Source: an optimization exercise on an open RTL-to-GDS flow (aim: small area, a short achievable clock period and few clock cycles per item). Production flows keep margins and buffers that such runs may drop. Where RTL was checked, it was by simulation tests only, not by an equivalence proof against the original.

==> run R <==
Design cau_chacha_core, start of the top module:
module cau_chacha_core (
    input  wire         clk,
    input  wire         rst,
    input  wire         start,
    output wire         ready,
    input  wire [255:0] key,
    input  wire [95:0]  nonce,
    input  wire [31:0]  counter,
    output wire         done,
    output wire [511:0] block
);
export LEC_CHECK = 0
export CAP_MARGIN = 30
export CORE_MARGIN = 2
export CORE_UTILIZATION = 50
export PLACE_DENSITY = 0.7
export SLEW_MARGIN = 30
create_clock -name core_clock -period 20.0 [get_ports {clk}]
standard.sh (not shown) runs the stock make flow with config.mk's settings and CLKGATE_MAP_FILE= SYNTH_SCRIPT=/design/flow/synth_recipe.tcl, a recipe that flattens the netlist after the stock synthesis.
==> flow/flow/run.sh <==
#!/bin/bash
# The standard layout (the standard.sh: its synthesis and ORFS flow,
# unchanged), with two settings passed to ORFS's make:
#  - SETUP_SLACK_MARGIN=14: repair_timing keeps shortening the critical
#    paths until they have 14 ns of slack at the 20 ns constraint, instead
#    of stopping at 0 ns;
#  - TNS_END_PERCENT=30: repair_timing spends its effort on the worst 30%
#    of the violating endpoints;
#  - port buffers (every input and output still gets one) of the smallest
#    buffer cell, sky130_fd_sc_hd__buf_1.
# make's full output goes to flow_make.log; ORFS's per-step logs are under
# orfs/logs/.
set -euo pipefail
bash standard.sh SETUP_SLACK_MARGIN=14 "BUFFER_PORTS_ARGS=-buffer_cell sky130_fd_sc_hd__buf_1" "TNS_END_PERCENT=30" finish > flow_make.log 2>&1
==> run M (differences from run R) <==
--- a/flow/flow/run.sh
+++ b/flow/flow/run.sh
@@ -1,6 +1,6 @@
 #!/bin/bash
 # The standard layout (the standard.sh: its synthesis and ORFS flow,
-# unchanged), with two settings passed to ORFS's make:
+# unchanged), with three settings passed to ORFS's make:
 #  - SETUP_SLACK_MARGIN=14: repair_timing keeps shortening the critical
 #    paths until they have 14 ns of slack at the 20 ns constraint, instead
 #    of stopping at 0 ns;
--- a/flow/config.mk
+++ b/flow/config.mk
@@ -7,6 +7,6 @@
 export LEC_CHECK = 0
 export CAP_MARGIN = 30
 export CORE_MARGIN = 2
-export CORE_UTILIZATION = 50
-export PLACE_DENSITY = 0.7
+export CORE_UTILIZATION = 55
+export PLACE_DENSITY = 0.75
 export SLEW_MARGIN = 30
==> comparison <==
Of run R and run M, run M has the higher non-clock buffer count (gap 8).
In run R the fmax is smaller than in run M, by about 2%.
In run M the count of clock-buffer cells in the layout is lower than in run R, by 16.
Between run M and run R, the lower first-iteration DRC count is in run R (gap 9.7%, measured against run R).
In run R the die area is higher than in run M, by about 10%.
In run R the global-route usage is lower than in run M, by 5.3 points.
Sequential cell count is the same in run M and run R.
Testbench counts of run R, summed over its fixed seeds: cycles 16,144, blocks 768.
Testbench counts of run M, summed over its fixed seeds: cycles 16,144, blocks 768.

========
==> maple: inputs <==
cau_chacha_core, a different RTL version from the one above (not shown whole).
// cau_chacha_core
module cau_chacha_core (
    input  wire         clk,
    input  wire         rst,
    input  wire         start,
    output wire         ready,
    input  wire [255:0] key,
    input  wire [95:0]  nonce,
    input  wire [31:0]  counter,
    output reg          done,
    output reg  [511:0] block
);
    localparam [31:0] C0 = 32'h61707865;
    localparam [31:0] C1 = 32'h3320646e;
    localparam [31:0] C2 = 32'h79622d32;
    localparam [31:0] C3 = 32'h6b206574;
    reg         busy;
    reg [4:0]   round;
    reg [31:0]  x [0:15];      
    reg [255:0] key_q;         
    reg [95:0]  nonce_q;
    reg [31:0]  counter_q;
    assign ready = !busy;
    wire accept = start && ready;
    function [31:0] be32(input [31:0] v);
        be32 = {v[7:0], v[15:8], v[23:16], v[31:24]};
    endfunction
    wire [31:0] s0 [0:15];
    assign s0[0]  = C0;
    assign s0[1]  = C1;
    assign s0[2]  = C2;
    assign s0[3]  = C3;
    genvar g;
    generate
        for (g = 0; g < 8; g = g + 1) begin : g_key
            assign s0[4+g] = key_q[32*g +: 32];
        end
        for (g = 0; g < 3; g = g + 1) begin : g_nonce
            assign s0[13+g] = be32(nonce_q[32*g +: 32]);
        end
    endgenerate
    assign s0[12] = counter_q;
    wire diag = round[0];
    wire [31:0] qa [0:3];
    wire [31:0] qb [0:3];
    wire [31:0] qc [0:3];
    wire [31:0] qd [0:3];
    wire [31:0] ra [0:3];
    wire [31:0] rb [0:3];
    wire [31:0] rc [0:3];
    wire [31:0] rd [0:3];
    generate
        for (g = 0; g < 4; g = g + 1) begin : g_qr
            assign qa[g] = x[g];
            assign qb[g] = diag ? x[4 + ((g + 1) % 4)]  : x[4 + g];
            assign qc[g] = diag ? x[8 + ((g + 2) % 4)]  : x[8 + g];
            assign qd[g] = diag ? x[12 + ((g + 3) % 4)] : x[12 + g];
            cau_qr u_qr (
                .a_i(qa[g]), .b_i(qb[g]), .c_i(qc[g]), .d_i(qd[g]),
  ...
==> module cau_chacha_core, before the edit <==
module cau_chacha_core (
    input  wire         clk,
    input  wire         rst,
    input  wire         start,
    output wire         ready,
    input  wire [255:0] key,
    input  wire [95:0]  nonce,
    input  wire [31:0]  counter,
    output reg          done,
    output reg  [511:0] block
);
    localparam [31:0] C0 = 32'h61707865;
    localparam [31:0] C1 = 32'h3320646e;
    localparam [31:0] C2 = 32'h79622d32;
    localparam [31:0] C3 = 32'h6b206574;
    reg         busy;
    reg [4:0]   round;
    reg [31:0]  x [0:15];      
    reg [255:0] key_q;         
    reg [95:0]  nonce_q;
    reg [31:0]  counter_q;
    assign ready = !busy;
    wire accept = start && ready;
    function [31:0] be32(input [31:0] v);
        be32 = {v[7:0], v[15:8], v[23:16], v[31:24]};
    endfunction
    wire [31:0] s0 [0:15];
    assign s0[0]  = C0;
    assign s0[1]  = C1;
    assign s0[2]  = C2;
    assign s0[3]  = C3;
    genvar g;
    generate
        for (g = 0; g < 8; g = g + 1) begin : g_key
            assign s0[4+g] = key_q[32*g +: 32];
        end
        for (g = 0; g < 3; g = g + 1) begin : g_nonce
            assign s0[13+g] = be32(nonce_q[32*g +: 32]);
        end
    endgenerate
    assign s0[12] = counter_q;
    wire diag = round[0];
    wire [31:0] qa [0:3];
    wire [31:0] qb [0:3];
    wire [31:0] qc [0:3];
    wire [31:0] qd [0:3];
    wire [31:0] ra [0:3];
    wire [31:0] rb [0:3];
    wire [31:0] rc [0:3];
    wire [31:0] rd [0:3];
    generate
        for (g = 0; g < 4; g = g + 1) begin : g_qr
            assign qa[g] = x[g];
            assign qb[g] = diag ? x[4 + ((g + 1) % 4)]  : x[4 + g];
            assign qc[g] = diag ? x[8 + ((g + 2) % 4)]  : x[8 + g];
            assign qd[g] = diag ? x[12 + ((g + 3) % 4)] : x[12 + g];
            cau_qr u_qr (
                .a_i(qa[g]), .b_i(qb[g]), .c_i(qc[g]), .d_i(qd[g]),
                .a_o(ra[g]), .b_o(rb[g]), .c_o(rc[g]), .d_o(rd[g])
            );
        end
    endgenerate
    wire [31:0] nx [0:15];
    generate
        for (g = 0; g < 4; g = g + 1) begin : g_back
            assign nx[g]      = ra[g];
            assign nx[4 + g]  = diag ? rb[(g + 3) % 4] : rb[g];
            assign nx[8 + g]  = diag ? rc[(g + 2) % 4] : rc[g];
            assign nx[12 + g] = diag ? rd[(g + 1) % 4] : rd[g];
        end
    endgenerate
    integer i;
    always @(posedge clk) begin
        if (rst) begin
            busy  <= 1'b0;
            done  <= 1'b0;
            round <= 5'd0;
        end else begin
            done <= 1'b0;
            if (accept) begin
                busy  <= 1'b1;
                round <= 5'd0;
            end else if (busy) begin
                if (round == 5'd19) begin
                    busy <= 1'b0;
                    done <= 1'b1;
                end
                round <= round + 5'd1;
            end
        end
    end
    always @(posedge clk) begin
        if (accept) begin
            key_q     <= key;
            nonce_q   <= nonce;
            counter_q <= counter;
            x[0]  <= C0;
            x[1]  <= C1;
            x[2]  <= C2;
            x[3]  <= C3;
            for (i = 0; i < 8; i = i + 1)
                x[4+i] <= key[32*i +: 32];
            x[12] <= counter;
            for (i = 0; i < 3; i = i + 1)
                x[13+i] <= be32(nonce[32*i +: 32]);
        end else if (busy) begin
            for (i = 0; i < 16; i = i + 1)
                x[i] <= nx[i];
        end
    end
    always @(posedge clk) begin
        if (busy && round == 5'd19) begin
            for (i = 0; i < 16; i = i + 1)
                block[32*i +: 32] <= nx[i] + s0[i];
        end
    end
endmodule
clock: 20.0 ns
lec_check: 0
cap_margin: 20
core_margin: 2
core_utilization: 40
place_density: 0.6
slew_margin: 20
run.sh (not shown) runs the stock make flow with config.mk's settings and CLKGATE_MAP_FILE= SYNTH_SCRIPT=/design/flow/synth_recipe.tcl, a recipe that flattens the netlist after the stock synthesis.
Stock flow here: none of the scripts above is used.
==> inputs of indigo, as changes to maple <==
==> flow/design.v (replaced) <==
module cau_qr (
    input  wire [31:0] a_i,
    input  wire [31:0] b_i,
    input  wire [31:0] c_i,
    input  wire [31:0] d_i,
    output wire [31:0] a_o,
    output wire [31:0] b_o,
    output wire [31:0] c_o,
    output wire [31:0] d_o
);
    wire [31:0] a1 = a_i + b_i;
    wire [31:0] d1x = d_i ^ a1;
    wire [31:0] d1 = {d1x[15:0], d1x[31:16]};
    wire [31:0] c1 = c_i + d1;
    wire [31:0] b1x = b_i ^ c1;
    wire [31:0] b1 = {b1x[19:0], b1x[31:20]};
    wire [31:0] a2 = a1 + b1;
    wire [31:0] d2x = d1 ^ a2;
    wire [31:0] d2 = {d2x[23:0], d2x[31:24]};
    wire [31:0] c2 = c1 + d2;
    wire [31:0] b2x = b1 ^ c2;
    wire [31:0] b2 = {b2x[24:0], b2x[31:25]};
    assign a_o = a2;
    assign b_o = b2;
    assign c_o = c2;
    assign d_o = d2;
endmodule
module cau_chacha_core (
    input  wire         clk,
    input  wire         rst,
    input  wire         start,
    output wire         ready,
    input  wire [255:0] key,
    input  wire [95:0]  nonce,
    input  wire [31:0]  counter,
    output reg          done,
    output wire [511:0] block
);
    localparam [127:0] CONST = {32'h6b206574, 32'h79622d32, 32'h3320646e, 32'h61707865};
    reg         run;           
    reg [4:0]   rnd;           
    reg [511:0] x;             
    reg [255:0] key_q;         
    reg [95:0]  nonce_q;
    reg [31:0]  counter_q;
    assign ready = !run;
    function [31:0] be32(input [31:0] v);
        be32 = {v[7:0], v[15:8], v[23:16], v[31:24]};
    endfunction
    function [95:0] be96(input [95:0] v);
        be96 = {be32(v[95:64]), be32(v[63:32]), be32(v[31:0])};
    endfunction
    wire [511:0] s_in = {be96(nonce), counter, key, CONST};
    wire [511:0] s_q  = {be96(nonce_q), counter_q, key_q, CONST};
    wire [511:0] o;
    genvar g;
    generate
        for (g = 0; g < 4; g = g + 1) begin : g_qr
            cau_qr u_qr (
                .a_i(x[32*g +: 32]),      .b_i(x[32*(4+g) +: 32]),
                .c_i(x[32*(8+g) +: 32]),  .d_i(x[32*(12+g) +: 32]),
                .a_o(o[32*g +: 32]),      .b_o(o[32*(4+g) +: 32]),
                .c_o(o[32*(8+g) +: 32]),  .d_o(o[32*(12+g) +: 32])
            );
        end
    endgenerate
    wire [511:0] nx;
    generate
        for (g = 0; g < 4; g = g + 1) begin : g_wb
            assign nx[32*g +: 32]      = o[32*g +: 32];
            assign nx[32*(8+g) +: 32]  = o[32*(8 + (g+2)%4) +: 32];
            assign nx[32*(4+g) +: 32]  = rnd[0] ? o[32*(4 + (g+3)%4) +: 32]
                                                : o[32*(4 + (g+1)%4) +: 32];
            assign nx[32*(12+g) +: 32] = rnd[0] ? o[32*(12 + (g+1)%4) +: 32]
                                                : o[32*(12 + (g+3)%4) +: 32];
        end
    endgenerate
    always @(posedge clk) begin
        if (rst) begin
            run  <= 1'b0;
            done <= 1'b0;
        end else begin
            done <= 1'b0;
            if (!run) begin
                if (start) begin
                    run <= 1'b1;
                    rnd <= 5'd0;
                end
            end else begin
                rnd <= rnd + 5'd1;
                if (rnd == 5'd19) begin
                    run  <= 1'b0;
                    done <= 1'b1;
                end
            end
        end
    end
    always @(posedge clk) begin
        if (!run) begin
            x         <= s_in;
            key_q     <= key;
            nonce_q   <= nonce;
            counter_q <= counter;
        end else begin
            x <= nx;
        end
    end
    generate
        for (g = 0; g < 16; g = g + 1) begin : g_ff
            assign block[32*g +: 32] = x[32*g +: 32] + s_q[32*g +: 32];
        end
    endgenerate
endmodule
==> run summary <==
Status
The flow ran to the end and the layout has no timing, DRC or antenna violations.

Global routing
The routing usage on met2 is 67.1%.

Finish
The layout cell share with drive strength beyond 1 is 15.3%.

Floorplan
The floorplan step set the die height to 514 um.

Yosys
The average size of a mapped cell is 9.99 um^2.

Clock tree
The clock latency of the later-clocked register in the worst-skew pair is 890 ps.

Placement
The total placed instance area is 124000 um^2.
(the above is from maple)
==> run summary <==
Status
The flow ran to the end, but the layout failed its checks. The reasons given for failing layout checks are antenna rules.

Floorplan
The die is 444 um tall.

Routing
The detail route stage leaves a number of antenna-violating nets equal to 1.

Finish
Cells with a size suffix above 1 make up 5.91% of the layout.

Critical path
At the worst endpoint, the required time is 20510 ps.

Global routing
In the global route stage, met2 resource usage came out at 71.4%.

Yosys
The fraction of synthesized cell area taken by the top area cell type is 15.1%. Each instance of the synthesized netlist takes up on average 8.90 um^2.

Placement
After detailed placement, the total cell area comes to 90200 um^2.
(the above is from indigo)
Testbench counts of maple, summed over its fixed seeds: cycles 16,136, blocks 768.
For indigo, only the layout was checked, not whether the RTL still works.

separate check: timing with driven ports:
How much do the figures lean on ideal ports? The routed layouts below were timed once more, with nothing changed but the port constraints.
Step 1 (the two cells are an assumption about what drives the block):
set clk [get_ports {clk}]
set_driving_cell -lib_cell sky130_fd_sc_hd__clkbuf_16 $clk
set_driving_cell -lib_cell sky130_fd_sc_hd__buf_2 [delete_from_list [all_inputs] $clk]
Step 2 adds t to the input delays and takes it off the output delays; t is the mean of the earliest and latest rising clock arrival at the registers after step 1. Input paths then give back, and output paths get back, about the clock's delay inside the block.
Three values: ideal, step 1, step 2; two values: the first two.
run	shift t [ns]	setup slack, ns	worst setup path after step 2	clock arrival spread, ns	worst slew at a driven data input, ns
run R	0.943	13.540 / 13.540 / 13.540	register to register	0.030 / 0.030	0.24
run M	0.925	13.673 / 13.673 / 13.673	register to register	0.033 / 0.032	0.19
maple	0.957	0.957 / 0.957 / 0.957	register to register	0.072 / 0.072	0.14
indigo	0.927	2.871 / 2.871 / 2.871	register to register	0.056 / 0.056	0.25
